This design comes from an exercise in tuning for small area on the open sky130 flow, not from production work.
For this run, only the layout was checked, not whether the RTL still works.
Power and IR drop assume default switching activity.

### config.mk
export PLATFORM = sky130hd
export DESIGN_NAME = slip_rom_link
export DESIGN_NICKNAME = slip_rom_link
export VERILOG_FILES = /design/flow/design.v
export SDC_FILE = /design/flow/constraint.sdc
export NUM_CORES = 4
export LEC_CHECK = 0
export CAP_MARGIN = 20
export CORE_MARGIN = 2
export CORE_UTILIZATION = 40
export PLACE_DENSITY = 0.6
export SLEW_MARGIN = 20
### constraint.sdc
create_clock -name core_clock -period 10.0 [get_ports {clk}]
set_input_delay 2.0000 -clock core_clock [delete_from_list [all_inputs] [get_ports {clk}]]
set_output_delay 2.0000 -clock core_clock [all_outputs]
set_load 0.01 [all_outputs]
### design.v
module slip_deframer #(
    parameter FRAME_CAP = 128
) (
    input  wire        clk,
    input  wire        rst,
    input  wire        rx_valid,
    input  wire [7:0]  rx_data,
    output wire        frame_done,    
    output wire [7:0]  plen,          
    output wire [7:0]  p0,            
    output wire [7:0]  p1,            
    output wire [7:0]  p2,            
    output wire [31:0] value,         
    output wire        bad_esc,       
    output wire        ovf            
);
    localparam [7:0] END     = 8'hC0;
    localparam [7:0] ESC     = 8'hDB;
    localparam [7:0] ESC_END = 8'hDC;
    localparam [7:0] ESC_ESC = 8'hDD;
    localparam [1:0] S_IDLE     = 2'd0;
    localparam [1:0] S_IN_FRAME = 2'd1;
    localparam [1:0] S_ESC      = 2'd2;
    reg [1:0] state;
    reg [7:0] len;                    
    reg       trunc;                  
    reg [7:0] frame [0:FRAME_CAP-1];  
    reg       do_append;
    reg [7:0] app_byte;
    reg       do_end;
    reg       do_bad;
    reg [1:0] next_state;
    always @(*) begin
        do_append  = 1'b0;
        app_byte   = rx_data;
        do_end     = 1'b0;
        do_bad     = 1'b0;
        next_state = state;
        if (rx_valid) begin
            case (state)
                S_IDLE: begin
                    if (rx_data == END) begin
                        do_append  = 1'b1;
                        next_state = S_IN_FRAME;
                    end
                end
                S_IN_FRAME: begin
                    if (rx_data == ESC) begin
                        next_state = S_ESC;
                    end else if (rx_data == END) begin
                        if (len != 8'd1) begin
                            do_append  = 1'b1;
                            do_end     = 1'b1;
                            next_state = S_IDLE;
                        end
                    end else begin
                        do_append = 1'b1;
                    end
                end
                S_ESC: begin
                    if (rx_data == ESC_END) begin
                        do_append  = 1'b1;
                        app_byte   = END;
                        next_state = S_IN_FRAME;
                    end else if (rx_data == ESC_ESC) begin
                        do_append  = 1'b1;
                        app_byte   = ESC;
                        next_state = S_IN_FRAME;
                    end else begin
                        do_bad     = 1'b1;
                        next_state = S_IDLE;
                    end
                end
                default: next_state = S_IDLE;
            endcase
        end
    end
    wire room = (len < FRAME_CAP);
    always @(posedge clk) begin
        if (rst) begin
            state <= S_IDLE;
            len   <= 8'd0;
            trunc <= 1'b0;
        end else begin
            state <= next_state;
            if (do_end || do_bad) begin
                len   <= 8'd0;
                trunc <= 1'b0;
            end else if (do_append) begin
                if (room)
                    len <= len + 8'd1;
                else
                    trunc <= 1'b1;
            end
        end
    end
    always @(posedge clk) begin
        if (do_append && room)
            frame[len[6:0]] <= app_byte;
    end
    assign frame_done = do_end;
    assign plen       = len - 8'd1;
    assign p0         = frame[1];
    assign p1         = frame[2];
    assign p2         = frame[3];
    assign value      = {frame[8], frame[7], frame[6], frame[5]};
    assign bad_esc    = do_bad;
    assign ovf        = do_append && !room;
endmodule
module rom_req_tx (
    input  wire        clk,
    input  wire        rst,
    input  wire        start,         
    input  wire [1:0]  kind,          
    input  wire [31:0] arg0,          
    input  wire [31:0] arg1,          
    output wire        busy,
    output reg         tx_valid,
    output reg  [7:0]  tx_data,
    input  wire        tx_ready
);
    localparam [1:0] K_SYNC   = 2'd0;
    localparam [1:0] K_READ   = 2'd1;
    localparam [1:0] K_FBEGIN = 2'd2;
    localparam [1:0] K_FEND   = 2'd3;
    localparam [31:0] FLASH_BLOCK_SIZE = 32'h0000_0400;
    localparam [31:0] SYNC_MARKER      = 32'h0707_1220;
    localparam [31:0] FEND_ARG         = 32'h0000_0000;
    localparam [1:0] P_IDLE  = 2'd0;
    localparam [1:0] P_OPEN  = 2'd1;
    localparam [1:0] P_BODY  = 2'd2;
    localparam [1:0] P_CLOSE = 2'd3;
    reg [1:0]  phase;
    reg        esc2;        
    reg [7:0]  idx;         
    reg [1:0]  r_kind;
    reg [31:0] r_arg0;
    reg [31:0] r_arg1;
    reg [31:0] r_nblk;
    reg [7:0] opcode;
    reg [7:0] paylen;
    always @(*) begin
        case (r_kind)
            K_SYNC:   begin opcode = 8'h08; paylen = 8'd36; end
            K_READ:   begin opcode = 8'h0A; paylen = 8'd4;  end
            K_FBEGIN: begin opcode = 8'h02; paylen = 8'd16; end
            default:  begin opcode = 8'h04; paylen = 8'd4;  end
        endcase
    end
    wire [7:0] pktlen = paylen + 8'd8;
    function [7:0] be_byte;
        input [31:0] w;
        input [1:0]  i;
        begin
            case (i)
                2'd0: be_byte = w[31:24];
                2'd1: be_byte = w[23:16];
                2'd2: be_byte = w[15:8];
                default: be_byte = w[7:0];
            endcase
        end
    endfunction
    reg [7:0] pbyte;
    reg [7:0] p;
    always @(*) begin
        p = idx - 8'd8;
        if (idx == 8'd0)
            pbyte = 8'h00;             
        else if (idx == 8'd1)
            pbyte = opcode;
        else if (idx == 8'd2)
            pbyte = paylen;            
        else if (idx < 8'd8)
            pbyte = 8'h00;             
        else begin
            case (r_kind)
                K_SYNC:
                    pbyte = (p < 8'd4) ? be_byte(SYNC_MARKER, p[1:0]) : 8'h55;
                K_READ:
                    pbyte = be_byte(r_arg0, p[1:0]);
                K_FBEGIN:
                    case (p[3:2])
                        2'd0:    pbyte = be_byte(r_arg0, p[1:0]);
                        2'd1:    pbyte = be_byte(r_nblk, p[1:0]);
                        2'd2:    pbyte = be_byte(FLASH_BLOCK_SIZE, p[1:0]);
                        default: pbyte = be_byte(r_arg1, p[1:0]);
                    endcase
                default:
                    pbyte = be_byte(FEND_ARG, p[1:0]);
            endcase
        end
    end
    wire special = (pbyte == 8'hC0) || (pbyte == 8'hDB);
    always @(*) begin
        tx_valid = (phase != P_IDLE);
        case (phase)
            P_BODY: begin
                if (esc2)
                    tx_data = (pbyte == 8'hC0) ? 8'hDC : 8'hDD;
                else if (special)
                    tx_data = 8'hDB;
                else
                    tx_data = pbyte;
            end
            default: tx_data = 8'hC0;
        endcase
    end
    assign busy = (phase != P_IDLE);
    wire [32:0] size_round = {1'b0, arg0} + {1'b0, FLASH_BLOCK_SIZE} - 33'd1;
    always @(posedge clk) begin
        if (rst) begin
            phase <= P_IDLE;
            esc2  <= 1'b0;
            idx   <= 8'd0;
        end else begin
            case (phase)
                P_IDLE: begin
                    if (start) begin
                        phase <= P_OPEN;
                        idx   <= 8'd0;
                        esc2  <= 1'b0;
                    end
                end
                P_OPEN: begin
                    if (tx_ready)
                        phase <= P_BODY;
                end
                P_BODY: begin
                    if (tx_ready) begin
                        if (!esc2 && special) begin
                            esc2 <= 1'b1;
                        end else begin
                            esc2 <= 1'b0;
                            if (idx == pktlen - 8'd1)
                                phase <= P_CLOSE;
                            else
                                idx <= idx + 8'd1;
                        end
                    end
                end
                default: begin
                    if (tx_ready)
                        phase <= P_IDLE;
                end
            endcase
        end
    end
    always @(posedge clk) begin
        if (!busy && start) begin
            r_kind <= kind;
            r_arg0 <= arg0;
            r_arg1 <= arg1;
            r_nblk <= {9'd0, size_round[32:10]};
        end
    end
endmodule
module slip_rom_link (
    input  wire        clk,
    input  wire        rst,
    input  wire        req_valid,
    output wire        req_ready,
    input  wire [1:0]  req_kind,      
    input  wire [31:0] req_arg0,
    input  wire [31:0] req_arg1,
    input  wire        cancel,        
    output wire        tx_valid,
    output wire [7:0]  tx_data,
    input  wire        tx_ready,
    input  wire        rx_valid,
    input  wire [7:0]  rx_data,
    output reg         cpl_valid,
    output reg  [4:0]  cpl_code,
    output reg  [7:0]  cpl_op,
    output reg  [7:0]  cpl_status,
    output reg  [31:0] cpl_value,
    output reg  [3:0]  diag,
    input  wire        diag_clr
);
    localparam [4:0] C_OK          = 5'd0;
    localparam [4:0] C_STATUS_FAIL = 5'd16;
    localparam [4:0] C_PROTOCOL    = 5'd17;
    localparam [4:0] C_FRAMING     = 5'd18;
    localparam [4:0] C_TIMEOUT     = 5'd19;
    localparam [7:0] OP_READ_REG   = 8'h0A;
    localparam [7:0] STATUS_OFFSET = 8'd2;
    localparam [7:0] VALUE_OFFSET  = 8'd4;
    reg       pend_await;
    reg [7:0] pend_op;
    wire tx_busy;
    wire accept = req_valid && req_ready;
    assign req_ready = !pend_await && !tx_busy;
    rom_req_tx u_tx (
        .clk      (clk),
        .rst      (rst),
        .start    (accept),
        .kind     (req_kind),
        .arg0     (req_arg0),
        .arg1     (req_arg1),
        .busy     (tx_busy),
        .tx_valid (tx_valid),
        .tx_data  (tx_data),
        .tx_ready (tx_ready)
    );
    reg [7:0] req_opcode;
    always @(*) begin
        case (req_kind)
            2'd0:    req_opcode = 8'h08;
            2'd1:    req_opcode = 8'h0A;
            2'd2:    req_opcode = 8'h02;
            default: req_opcode = 8'h04;
        endcase
    end
    wire        frame_done;
    wire [7:0]  plen;
    wire [7:0]  p0, p1, p2;
    wire [31:0] pvalue;
    wire        bad_esc;
    wire        ovf;
    slip_deframer #(.FRAME_CAP(128)) u_rx (
        .clk        (clk),
        .rst        (rst),
        .rx_valid   (rx_valid),
        .rx_data    (rx_data),
        .frame_done (frame_done),
        .plen       (plen),
        .p0         (p0),
        .p1         (p1),
        .p2         (p2),
        .value      (pvalue),
        .bad_esc    (bad_esc),
        .ovf        (ovf)
    );
    reg        c_fire;
    reg [4:0]  c_code;
    reg [7:0]  c_op;
    reg [7:0]  c_status;
    reg [31:0] c_value;
    reg        set_proto, set_late;
    reg        clear_pend;
    always @(*) begin
        c_fire     = 1'b0;
        c_code     = C_OK;
        c_op       = pend_op;
        c_status   = 8'h00;
        c_value    = 32'd0;
        set_proto  = 1'b0;
        set_late   = 1'b0;
        clear_pend = 1'b0;
        if (bad_esc) begin
            if (pend_await) begin
                c_fire     = 1'b1;
                c_code     = C_FRAMING;
                clear_pend = 1'b1;
            end
        end else if (frame_done) begin
            if (plen < STATUS_OFFSET + 8'd1 || p0 != 8'h01) begin
                set_proto = 1'b1;
                if (pend_await) begin
                    c_fire     = 1'b1;
                    c_code     = C_PROTOCOL;
                    clear_pend = 1'b1;
                end
            end else if (!pend_await || p1 != pend_op) begin
                set_late = 1'b1;
            end else begin
                c_fire     = 1'b1;
                clear_pend = 1'b1;
                c_op       = p1;
                if (p2 != 8'h00) begin
                    c_code   = C_STATUS_FAIL;
                    c_status = p2;
                end else if (p1 == OP_READ_REG && plen < VALUE_OFFSET + 8'd4) begin
                    set_proto = 1'b1;
                    c_code    = C_PROTOCOL;
                end else if (p1 == OP_READ_REG) begin
                    c_value = pvalue;
                end
            end
        end
        if (cancel && pend_await && !clear_pend) begin
            c_fire     = 1'b1;
            c_code     = C_TIMEOUT;
            c_op       = pend_op;
            c_status   = 8'h00;
            c_value    = 32'd0;
            clear_pend = 1'b1;
        end
    end
    always @(posedge clk) begin
        if (rst) begin
            pend_await <= 1'b0;
            pend_op    <= 8'h00;
            cpl_valid  <= 1'b0;
            cpl_code   <= 5'd0;
            cpl_op     <= 8'h00;
            cpl_status <= 8'h00;
            cpl_value  <= 32'd0;
            diag       <= 4'b0000;
        end else begin
            if (accept) begin
                pend_await <= 1'b1;
                pend_op    <= req_opcode;
            end else if (clear_pend) begin
                pend_await <= 1'b0;
            end
            cpl_valid <= c_fire;
            if (c_fire) begin
                cpl_code   <= c_code;
                cpl_op     <= c_op;
                cpl_status <= c_status;
                cpl_value  <= c_value;
            end
            diag <= (diag & {4{~diag_clr}}) | {set_late, set_proto, bad_esc, ovf};
        end
    end
endmodule
### run.sh
#!/bin/bash
# synth_recipe.tcl (not shown) runs the flow's synth.tcl, then flattens the netlist and writes it again
# the make line also repeats each setting of config.mk as NAME=value (left out here)
make -C /OpenROAD-flow-scripts/flow DESIGN_CONFIG=/design/flow/config.mk WORK_HOME=/design/flow/orfs CLKGATE_MAP_FILE= SYNTH_SCRIPT=/design/flow/synth_recipe.tcl finish
==> results.py <==
metrics = {
    "floorplanning": {
        "die_height_um": 160,
        "start_util": 0.404,
        "core_um2": 24200,
        "rows": 57,
        "die_area_um2": 25700,
        "ioPinCount": 149,
        "die_w_um": 160,
    },
    "job": {
        "maxCapViolCount": 0,
    },
    "route": {
        "first_iter_violations": 660,
        "drc_errors": 0,
        "viasPerCell": 5.39,
        "antenna_left": 0,
        "wl_mm": 24.4,
        "wl_per_cell_um": 18.9,
        "dr.pass1.iters": 7,
        "vias": 6958,
    },
    "power_and_ir_drop": {
        "p_sw_frac": 0.246,
        "ir_drop_mv": 0.112,
        "intPower_w": 0.00177,
        "clkPwrFrac": 0.394,
        "p_sw_w": 0.000578,
        "power_frac_seq": 0.485,
        "leakagePower_nw": 4.14,
        "power_density_nw_per_um2": 191,
        "pwr-share-comb": 0.121,
    },
    "finish": {
        "fillCellCount": 2093,
        "drive_above_1_share": 0.0631,
        "postLayoutCellArea_um2": 12300,
        "final_nets": 1050,
        "utilization": 0.510,
        "n_antenna_cell": 0,
        "areaGrowthSynthToFinish_pct": 26.1,
    },
    "synth": {
        "synth_flop_cell": "edfxtp_1",
        "netlist.area_leader.share": 0.446,
        "synthArstFlopShare": 0,
        "ys_ff_latch": 226,
        "synth_edf_count": 145,
        "yosysWarnings": 3,
        "synth_area_leader_cell": "edfxtp_1",
        "synth_cell_type_count": 73,
        "synth-seq-area-share": 0.612,
        "syn_area_um2": 9770,
        "synthCells": 815,
        "synthTopCellsByArea": "edfxtp_1 45%, dfxtp_1 17%, a22o_1 3.8%",
        "syn_avg_cell_area_um2": 12.0,
    },
    "status": {
        "status": "finished clean",
    },
    "placement": {
        "gp_congestion": 0.869,
        "placed_area_um2": 11500,
        "place_hpwl_mm": 17.3,
        "numPortBuffers": 146,
    },
    "grt": {
        "grt_use_total": 0.187,
        "grt_max_degree": 49,
        "grt_pass1_wl_mm": 37.7,
        "first_global_vias": 6651,
        "overflow": 0,
        "antenna_found_initial": 1,
    },
    "timing": {
        "fin_crit_sh": 0.654,
        "worst_clock_skew_ns": 0.0153,
        "post-route-min-period_ns": 6.54,
        "slew_headroom": 0.317,
        "setup_tns_ns": 0,
        "max_freq_ghz": 0.153,
        "hold_viol_final": 0,
        "slew_viol_final": 0,
        "rsz0062_at_grt": "false",
        "worst_pin_slew_ns": 1.02,
        "setup_viol": 0,
    },
    "clock_network": {
        "clock_latency_ns": 0.52,
        "numClockSinks": 226,
        "post_cts_resized": 0,
        "clkSlewWorstSetupHoldPaths_ns": 0.06,
        "ctsHoldBuffers": 0,
        "cts_buffer_depth": 3,
        "cts_tree": "built",
        "cts_max_level": 1,
        "cts_buffers": 25,
        "cts_root_buf": "clkbuf_16",
        "postCtsSetupBuffers": 0,
    },
    "setup_path": {
        "crit_path_end_kind": "primary output",
        "worst_setup_path_start_kind": "register",
        "path_class": "reg -> out",
        "crit_chain": "inv_1 -> ha_1 -> nand2b_1 -> a2111o_1 -> o21a_1 -> o32ai_1 -> and3_1 -> nor2_1 -> a21boi_0 -> clkdlybuf4s50_1",
        "cp_max_fo": 21,
        "arrival_ns": 4.54,
        "cpMaxStageDelayCell": "dfxtp_1",
        "rrSetupSlack_ns": 6.06,
        "worst_path_largest_cell_delay_ns": 0.86,
        "cp.required_ns": 8.00,
    },
    "min_path": {
        "hold_path.class": "reg -> reg",
    },
}
==> power by group through the flow <==
stage	Clock, W	Combinational, W	Sequential (W)
4_1_cts	0.000952	0.000288	0.00114
3_3_place_gp	0	0.000286	0.00116
6_report	0.000927	0.000285	0.00114
5_1_grt	0.000988	0.000316	0.00115
3_5_place_dp	0	0.000286	0.00116
2_1_floorplan	0	0.000167	0.00115
==> synth_stat cells (7+ instances only) <==
library cell / number
a211oi_1: 7
or3_1: 10
nor2b_1: 20
nor4_1: 7
a21oi_1: 38
and2_1: 13
ha_1: 22
inv_1: 26
a22oi_1: 10
buf_2: 9
nand4_1: 8
dfxtp_1: 81
nand2_1: 55
nand2b_1: 14
nor2_1: 56
clkbuf_1: 32
nor3_1: 16
nand3_1: 16
a222oi_1: 11
a22o_1: 42
mux2i_1: 8
xor2_1: 16
or4_1: 9
o21ai_0: 19
o211ai_1: 11
xnor2_1: 17
edfxtp_1: 145
==> flip-flops by register name (all words and copies together) (netlist names), 3 cells and up <==
name and flops:
u_rx.frame 56, cpl_value 32, u_tx.r_arg0 32, u_tx.r_arg1 32
u_tx.r_nblk 23, cpl_op 8, cpl_status 8, u_rx.len 8
u_tx.idx 8, diag 4, cpl_code 3, pend_op 3
==> layout by cell type, fill, tap and decap left out, drive strengths merged, types with 19 or more instances in the layout <==
cell	n
nand2	55
ha	22
inv	27
clkdlybuf4s50	146
a22o	42
nor2b	20
o21ai	19
edfxtp	145
a21oi	38
nor2	57
clkbuf	33
dfxtp	81
==> area by class of cell <==
cell class	count	area [um2]	area share
Multi-Input combinational cell	515	3490	0.283
Clock buffer	33	686	0.0556
Tap cell	324	405	0.0329
Timing Repair Buffer	152	1510	0.122
Sequential cell	226	5980	0.485
Clock inverter	13	156	0.0127
Inverter	27	103	0.00832
==> worst max-delay path, delay by kind of cell (launching register included) <==
kind	cells	cell delay [ns]
flip-flops	1	0.86
adder cells (fa/ha/maj)	1	0.36
buffers and inverters	2	0.81
AO/OA/AOI/OAI	4	1.58
AND/OR/NAND/NOR	3	0.42
==> final timing paths <==
path | start | endpoint | cells past startpoint
setup / recovery | u_tx.idx[3] | tx_data[4] | 10
hold / removal | u_rx.frame[6][0] | cpl_value[8] | 1
setup reg to reg | u_tx.idx[3] | u_tx.idx[7] | 10
hold reg to reg | u_rx.frame[6][0] | cpl_value[8] | 1
==> logic make-up (layout without fill, tap and decap cells) <==
kind of cell	Yosys count	after routing	share of synthesized area
simple gates	257	257	0.139
fa+ha+maj	22	22	0.0282
flops	226	226	0.612
buf+inv	75	225	0.0324
other cells	1	2	0.000384
mux	8	8	0.00819
xor+xnor	33	33	0.0296
compound gates	193	193	0.151
==> per-layer routing <==
layer | vias up | routed length [um] | GRT usage
met5 | - | 0 | 0
li1 | 3351 | - | -
met1 | 3300 | 11700 | 0.277
met3 | 32 | 1800 | 0.0421
met4 | 0 | 503 | 0.0467
met2 | 275 | 10300 | 0.278
==> through the flow <==
step | setup WS [ns] | total power (W) | std cells | hold WS [ns]
CTS | 3.49 | 0.00238 | 1290 | 0.454
detailed placement | 4.08 | 0.00145 | 1244 | 0.440
global placement | 3.93 | 0.00144 | 1244 | 0.439
finish | 3.46 | 0.00235 | 1290 | 0.454
floorplan | 4.77 | 0.00132 | 816 | 0.436
global route | 3.20 | 0.00245 | 1290 | 0.471

-- static timing again, ports no longer ideal --
In the flow no input, the clock included, has a driving cell. The finished layout below was timed again as built, in two steps. Step 1: set_driving_cell puts a clkbuf_16 on clk and a buf_2 on each other input, an assumption about the parent block. Step 2 also shifts input and output timing later by t, the mid clock arrival at the registers, as if the neighbouring blocks saw the same clock. Three values: ideal, step 1, step 2; two values: the first two.
t (ns): 0.559
setup WS [ns]: 3.464 / 3.415 / 3.975
worst slew at a driven data input, ns: 0.07
pins driven straight from the clock port: 1
After both steps setup and hold are still met in this run. The setup slack of this run moves by -0.049 ns with the drivers and by +0.511 ns with both steps.
